What follows belongs to an exercise in optimizing a design on an open flow for a short achievable clock period and few clock cycles per item; a production flow would make more cautious choices. Only simulation tests tie the RTL to the original design; equivalence was not proved. Power and IR drop assume default switching activity.

===== flow/config.mk =====
export PLATFORM = sky130hd
export DESIGN_NAME = y86_decoder
export DESIGN_NICKNAME = y86_decoder
export VERILOG_FILES = /design/flow/design.v
export SDC_FILE = /design/flow/constraint.sdc
export NUM_CORES = 4
export LEC_CHECK = 0
export CAP_MARGIN = 20
export CORE_MARGIN = 2
export CORE_UTILIZATION = 40
export PLACE_DENSITY = 0.6
export SLEW_MARGIN = 20

===== flow/constraint.sdc =====
create_clock -name core_clock -period 9.0 [get_ports {clk}]
set_input_delay 1.8000 -clock core_clock [delete_from_list [all_inputs] [get_ports {clk}]]
set_output_delay 1.8000 -clock core_clock [all_outputs]
set_load 0.01 [all_outputs]

===== flow/design.v =====
module y86_decode_one (
    input  wire [79:0] bytes,
    input  wire [3:0]  avail,
    output reg  [2:0]  outcome,      
    output wire [3:0]  icode,
    output wire [3:0]  ifun,
    output wire [3:0]  ra,
    output wire [3:0]  rb,
    output wire [63:0] valc,
    output reg  [3:0]  len,          
    output wire [79:0] raw,          
    output reg  [3:0]  fail_offset,
    output reg  [3:0]  fail_nbytes,
    output wire [71:0] fail_bytes    
);
    wire [7:0] b0 = bytes[7:0];
    wire [7:0] b1 = bytes[15:8];
    assign icode = b0[7:4];
    assign ifun  = b0[3:0];
    reg       need_reg;
    reg       need_imm;
    reg [3:0] fnmax;
    reg       opcode_ok;
    always @(*) begin
        need_reg  = 1'b0;
        need_imm  = 1'b0;
        fnmax     = 4'd0;
        opcode_ok = 1'b1;
        case (icode)
            4'h0: ;                                           
            4'h1: ;                                           
            4'h2: begin need_reg = 1'b1; fnmax = 4'd6; end    
            4'h3: begin need_reg = 1'b1; need_imm = 1'b1; end  
            4'h4: begin need_reg = 1'b1; need_imm = 1'b1; end  
            4'h5: begin need_reg = 1'b1; need_imm = 1'b1; end  
            4'h6: begin need_reg = 1'b1; fnmax = 4'd6; end    
            4'h7: begin need_imm = 1'b1; fnmax = 4'd6; end    
            4'h8: begin need_imm = 1'b1; end                  
            4'h9: ;                                           
            4'hA: begin need_reg = 1'b1; end                  
            4'hB: begin need_reg = 1'b1; end                  
            default: opcode_ok = 1'b0;
        endcase
    end
    wire [3:0] sel_a = b1[7:4];
    wire [3:0] sel_b = b1[3:0];
    wire       real_a = (sel_a != 4'hF);
    wire       real_b = (sel_b != 4'hF);
    reg slots_ok;
    always @(*) begin
        case (icode)
            4'h3:       slots_ok = !real_a &&  real_b;
            4'hA, 4'hB: slots_ok =  real_a && !real_b;
            default:    slots_ok =  real_a &&  real_b;
        endcase
    end
    assign ra = need_reg ? sel_a : 4'hF;
    assign rb = need_reg ? sel_b : 4'hF;
    wire [63:0] imm_at1 = bytes[71:8];
    wire [63:0] imm_at2 = bytes[79:16];
    assign valc = !need_imm ? 64'd0 : (need_reg ? imm_at2 : imm_at1);
    always @(*) begin
        len = 4'd1 + {3'd0, need_reg} + (need_imm ? 4'd8 : 4'd0);
    end
    always @(*) begin
        outcome     = 3'd0;
        fail_offset = 4'd0;
        fail_nbytes = 4'd1;
        if (avail == 4'd0) begin
            outcome     = 3'd1;
            fail_nbytes = 4'd0;
        end else if (!opcode_ok) begin
            outcome = 3'd2;
        end else if (ifun > fnmax) begin
            outcome = 3'd3;
        end else if (need_reg && avail < 4'd2) begin
            outcome     = 3'd5;
            fail_offset = 4'd1;
        end else if (need_reg && !slots_ok) begin
            outcome     = 3'd4;
            fail_offset = 4'd1;
            fail_nbytes = 4'd2;
        end else if (avail < len) begin
            outcome     = 3'd5;
            fail_offset = avail;
            fail_nbytes = avail;
        end
    end
    genvar i;
    generate
        for (i = 0; i < 10; i = i + 1) begin : g_raw
            assign raw[8*i +: 8] = (i < len) ? bytes[8*i +: 8] : 8'd0;
        end
        for (i = 0; i < 9; i = i + 1) begin : g_fail
            assign fail_bytes[8*i +: 8] = (i < fail_nbytes) ? bytes[8*i +: 8] : 8'd0;
        end
    endgenerate
endmodule
module y86_decoder (
    input  wire        clk,
    input  wire        rst,
    input  wire [63:0] start_addr,
    input  wire [63:0] stream_len,
    output wire        mem_req_valid,
    input  wire        mem_req_ready,
    output wire [60:0] mem_req_addr,
    input  wire        mem_resp_valid,
    input  wire [63:0] mem_resp_data,
    output wire        out_valid,
    input  wire        out_ready,
    output wire [63:0] out_addr,
    output wire [3:0]  out_icode,
    output wire [3:0]  out_ifun,
    output wire [3:0]  out_ra,
    output wire [3:0]  out_rb,
    output wire [63:0] out_valc,
    output wire [3:0]  out_len,
    output wire [79:0] out_bytes,
    output reg  [1:0]  status,       
    output reg  [2:0]  fail_reason,
    output reg  [3:0]  fail_offset,
    output reg  [3:0]  fail_nbytes,
    output reg  [71:0] fail_bytes,
    output wire [63:0] stop_addr
);
    localparam S_CHECK = 3'd0,    
               S_REQ   = 3'd1,    
               S_WAIT  = 3'd2,    
               S_DEC   = 3'd3,    
               S_OUT   = 3'd4,    
               S_DONE  = 3'd5;    
    reg [2:0]   state;
    reg [63:0]  cur;
    reg [191:0] win;       
    reg [1:0]   nwords;    
    wire        has_byte = (cur < stream_len);
    wire [63:0] rem      = stream_len - cur;
    wire [3:0]  avail    = !has_byte ? 4'd0 : (rem >= 64'd10) ? 4'd10 : rem[3:0];
    wire [2:0]   off    = cur[2:0];
    /*verilator lint_off UNUSEDSIGNAL*/
    wire [191:0] win_sh = win >> {off, 3'b000};
    /*verilator lint_on UNUSEDSIGNAL*/
    wire [79:0]  bytes  = win_sh[79:0];
    wire [2:0]  dec_outcome;
    wire [3:0]  dec_len;
    wire [3:0]  dec_fail_offset;
    wire [3:0]  dec_fail_nbytes;
    wire [71:0] dec_fail_bytes;
    y86_decode_one u_dec (
        .bytes       (bytes),
        .avail       (avail),
        .outcome     (dec_outcome),
        .icode       (out_icode),
        .ifun        (out_ifun),
        .ra          (out_ra),
        .rb          (out_rb),
        .valc        (out_valc),
        .len         (dec_len),
        .raw         (out_bytes),
        .fail_offset (dec_fail_offset),
        .fail_nbytes (dec_fail_nbytes),
        .fail_bytes  (dec_fail_bytes)
    );
    wire [3:0] b0_icode = bytes[7:4];
    reg  [3:0] need_len;
    always @(*) begin
        case (b0_icode)
            4'h0, 4'h1, 4'h9:       need_len = 4'd1;
            4'h2, 4'h6, 4'hA, 4'hB: need_len = 4'd2;
            4'h3, 4'h4, 4'h5:       need_len = 4'd10;
            4'h7, 4'h8:             need_len = 4'd9;
            default:                need_len = 4'd1;
        endcase
    end
    wire [3:0] need    = (avail < need_len) ? avail : need_len;
    wire [4:0] fetched = {nwords, 3'b000} - {2'b00, off};
    wire       enough  = (fetched >= {1'b0, need});
    assign mem_req_valid = (state == S_REQ);
    assign mem_req_addr  = cur[63:3] + {59'd0, nwords};
    assign out_valid   = (state == S_OUT);
    assign out_addr    = cur;
    assign out_len     = dec_len;
    assign stop_addr   = cur;
    always @(posedge clk) begin
        if (rst) begin
            state  <= S_CHECK;
            cur    <= start_addr;
            nwords <= 2'd0;
            status <= 2'd0;
        end else begin
            case (state)
                S_CHECK: begin
                    nwords <= 2'd0;
                    if (!has_byte) begin
                        status <= 2'd1;
                        state  <= S_DONE;
                    end else begin
                        state <= S_REQ;
                    end
                end
                S_REQ: begin
                    if (mem_req_ready)
                        state <= S_WAIT;
                end
                S_WAIT: begin
                    if (mem_resp_valid) begin
                        case (nwords)
                            2'd0:    win[63:0]    <= mem_resp_data;
                            2'd1:    win[127:64]  <= mem_resp_data;
                            default: win[191:128] <= mem_resp_data;
                        endcase
                        nwords <= nwords + 2'd1;
                        state  <= S_DEC;
                    end
                end
                S_DEC: begin
                    if (!enough) begin
                        state <= S_REQ;
                    end else if (dec_outcome == 3'd0) begin
                        state <= S_OUT;
                    end else begin
                        status      <= 2'd2;
                        fail_reason <= dec_outcome;
                        fail_offset <= dec_fail_offset;
                        fail_nbytes <= dec_fail_nbytes;
                        fail_bytes  <= dec_fail_bytes;
                        state       <= S_DONE;
                    end
                end
                S_OUT: begin
                    if (out_ready) begin
                        cur   <= cur + {60'd0, dec_len};
                        state <= S_CHECK;
                    end
                end
                default: ;
            endcase
        end
    end
endmodule

===== flow/run.sh =====
#!/bin/bash
# synth_recipe.tcl (not shown) runs the flow's synth.tcl, then flattens the netlist and writes it again
# the make line also repeats each setting of config.mk as NAME=value (left out here)
make -C /OpenROAD-flow-scripts/flow DESIGN_CONFIG=/design/flow/config.mk WORK_HOME=/design/flow/orfs CLKGATE_MAP_FILE= SYNTH_SCRIPT=/design/flow/synth_recipe.tcl finish

==> summary.txt <==
Status
  – Status: complete, no violations

Worst setup path
  – Slowest cell on the critical path: a2bb2oi_1
  – RR Startpoint: cur[8]
  – Crit path depth: 33
  – FF-to-FF End: fail_bytes[28]
  – R2R depth: 33
  – Critical path class: in -> reg
  – CP startpoint kind: primary input
  – Slowest Stage Delay on Critical Path: about 0.56 ns
  – R2R Setup Slk: 1.42 ns
  – CP required: 9.30 ns
  – CP endpoint kind: flip-flop
  – Critical path arrival: 8.77 ns
  – Max Fanout on Critical Path: 32
  – Crit-path leading delay family: compound AO/OA/AOI/OAI gates
  – Crit path buf inv count: 4

Timing
  – Final worst slack: 0.532 ns
  – Worst-Margin Slew: 1.23 ns
  – Relative slew margins: 18.2%
  – Final Hold Violating Endpoints: 0
  – Fmax: 0.118 GHz
  – Min Tclk post-route: 8.47 ns
  – Fin. max-slew vios: 0
  – Unrepaired setup endpoints after global routing: false
  – Final setup viols: 0
  – Period utilisation layout: a little over nine tenths
  – Setup Skew: 0.0332 ns
  – Final setup TNS: 0 ns

Floorplan
  – Die W: 247 µm
  – Die ar.: 61100 µm²
  – IO Pins: 637
  – Core footprint: around 60000 µm²
  – Starting Density: 40.2%
  – Die Ht: approximately 250 µm
  – Row cnt: 89

Synthesis
  – Most common cell in the synthesized netlist: nand2_1
  – Post-synth EDFFs: around 280
  – Synth Cell Area: 23700 µm²
  – Asr flop ratio synth: 0%
  – Cell taking the most area after synthesis: edfxtp_1
  – Ys Warns: 2
  – Area contributors post-synth: edfxtp_1, nand2_1, nor2_1
  – Cell variety after synth: 94
  – Mapped Nets: 3008
  – Gate Count Post-Synth: 2728
  – Syn Area/Cell: 8.67 µm²
  – Dominant synthesized flop cell: edfxtp_1
  – Post-synthesis sequential area ratio: about 37%
  – Top cell type's share of synthesized area: 35.9%
  – Synth top cells by count: nand2_1, nor2_1, edfxtp_1, a21oi_1, o21ai_0
  – #FFs+latches synth: 290

Global routing
  – First-pass GRT wire length: 156000 µm
  – Number of global-route vias before repair: 23105
  – Antenna violations before repair: 6
  – Met3 GRT Util: 6.03%
  – Total grt overflow: 0
  – Busiest grt layer: met2
  – GR Util met1: 49.9%
  – GR Layer Usage met2: 53.2%
  – Largest net degree at the start of global routing: 137
  – GR Util All Layers: 34.5%

Route
  – Vias: 24481
  – Antenna viol nets, final: 0
  – Drt pass-1 iters: 6
  – WL per Instance: between 20 and 30 µm
  – Remaining DRCs: 0
  – Post-DR vias/cell: 5.91
  – Detailed Route Iter0 Violations: 2938
  – Drt total wl: between 100000 and 150000 µm

Finish
  – Nets: 3621
  – Share of layout cells above drive strength 1: 10.5%
  – Syn-to-layout area delta: 36.4%

Run
  – Max Cap Viol: 0

Min path
  – Min-Delay Endpoint: status[1]
  – HP Class: reg -> reg
  – HP Start: status[1]
  – Hold Path Depth: 2

CTS
  – Num Clock Sinks: 290
  – Worst skew pair latency: around 0.56 ns
  – TritonCTS clock tree: done
  – Clock Path Buffers: 3
  – Total CTS buffers: 34
  – Clk root buf: clkbuf_16
  – Worst-path clk slew: 0.06 ns
  – CTS H-tree depth: 2

Power and ir drop
  – Peak supply drop: 0.000332 V
  – PD cells: 305 nW/µm²
  – Leakage: 12.0 nW

Placed design
  – I/O Buffers: 635
  – Dpl ws: 0.0751 ns
  – Dpl hpwl: 88800 µm
  – GP Congestion: between 0.9 and 1
flip-flops by register name, indices dropped and copies added (netlist names):
register and flops:
win 136, fail_bytes 72, cur 64, fail_nbytes 4
fail_offset 4, fail_reason 3, state 3, nwords 2
status 2
cells by family (layout without fill, tap and decap cells):
family	after synthesis	count (layout)	share of synthesized area, %
buffers and inverters	336	974	6.95
flip-flops	290	290	36.5
AO/OA/AOI/OAI	607	607	16.0
adder cells (fa/ha/maj)	83	83	4.48
AND/OR/NAND/NOR	1063	1063	20.3
multiplexers	194	194	10.1
other	1	4	0.0159
XOR/XNOR	154	154	5.70
worst max-delay path by stage:
| stage | start | to | slack (ns) |
|---|---|---|---|
| 3_5_place_dp | stream_len[0] | fail_bytes[24] | 0.08 |
| 5_1_grt | stream_len[21] | fail_bytes[30] | 0.004 |
| 4_1_cts | stream_len[0] | fail_bytes[24] | 0.64 |
| 2_1_floorplan | cur[1] | fail_bytes[0] | 0.04 |
| 3_3_place_gp | stream_len[0] | fail_bytes[29] | 0.17 |
| 6_report | stream_len[6] | fail_bytes[28] | 0.53 |
area by class of cell:
cell class,instances,area (µm²)
inverter,102,383
antenna,3,7.51
clock buffer,40,895
timing repair buffer,811,7750
clock inverter,21,196
multi-input combinational,2102,13400
fill,5483,26500
tap,773,967
sequential,290,8640
layer usage:
| layer | up-vias | part of all wire (%) |
|---|---|---|
| met5 | - | 0.012 |
| met4 | 2 | 2.8 |
| met3 | 179 | 9.4 |
| met2 | 1367 | 45 |
| met1 | 11881 | 43 |
| li1 | 11052 | - |
stage by stage:
| step | utilization [%] | hold slack, ns | power (mW) | area, µm² | std cells |
|---|---|---|---|---|---|
| 6_report | 54.9 | 0.490 | 9.85 | 32300 | 4142 |
| 5_1_grt | 54.9 | 0.513 | 10.3 | 32300 | 4139 |
| 4_1_cts | 54.9 | 0.484 | 9.74 | 32300 | 4139 |
| 3_5_place_dp | 53.0 | 0.476 | 8.34 | 31200 | 4078 |
| 3_3_place_gp | 53.0 | 0.474 | 8.31 | 31200 | 4078 |
| 2_1_floorplan | - | 0.453 | 5.13 | 23700 | 2728 |
what timing repair did:
item,4_1_cts,5_1_grt
setup buffers,0,0
endpoints found under the setup margin,0,83
hold buffers,0,0
resized for setup,0,1
cell usage in the layout, fill, tap and decap left out, types with 19 or more instances in the layout:
cell type | synthesis | final
nor4_1 | 27 | 26
buf_4 | 87 | 171
inv_1 | 100 | 99
mux4_2 | 30 | 30
nand3_1 | 45 | 45
and3_1 | 36 | 36
nor2_1 | 335 | 334
nand4_1 | 66 | 66
nor2b_1 | 19 | 19
clkbuf_16 | 0 | 35
xnor2_1 | 141 | 141
edfxtp_1 | 283 | 283
a211oi_1 | 54 | 53
o211ai_1 | 20 | 20
mux2_2 | 56 | 56
clkdlybuf4s50_1 | 0 | 634
o21a_1 | 24 | 24
nand2_1 | 387 | 387
ha_1 | 80 | 80
a21oi_1 | 180 | 179
o21ai_0 | 179 | 174
a21o_1 | 21 | 20
nor3_1 | 67 | 67
mux2i_1 | 108 | 107
worst register-to-register path, delay by kind of cell (launching register included):
kind	cells	cell delay, ns
simple gates	14	2.41
flops	1	0.55
fa+ha+maj	3	0.90
buf+inv	4	0.81
mux	1	0.15
compound gates	11	2.54
report_power, final:
part           switching [mW]  leakage (nW)  internal, mW  total, mW
logic                    3.99          8.63          2.82       6.81
registers              0.0865          2.79          1.57       1.66
clock network           0.583         0.536         0.800       1.38
Testbench counts, summed over its fixed seeds: cycles 86,760, items 9,152.

-- re-timing with driven ports --
The flow's constraints put no driver on any port. The routed layout listed below was extracted and timed again, unchanged, in two steps. Step 1 sets driving cells, clkbuf_16 on the clock port and buf_2 on the other inputs (assumed; they add their load-dependent delay and slew). Step 2 times the ports against the registers' clock, not the clock port: input delays grow and output delays shrink by t, the midpoint of the rising clock arrivals with the driver on. a / b / c = no drivers / after step 1 / after step 2; a / b = the first two.
t (ns): 0.611
setup WS [ns]: 0.532 / 0.544 / -0.067
latest minus earliest clock arrival (ns): 0.036 / 0.036
Met with ideal ports but missed after step 2: setup timing in this run. For this run, drivers alone change the setup slack by +0.012 ns; drivers and shift together by -0.599 ns.
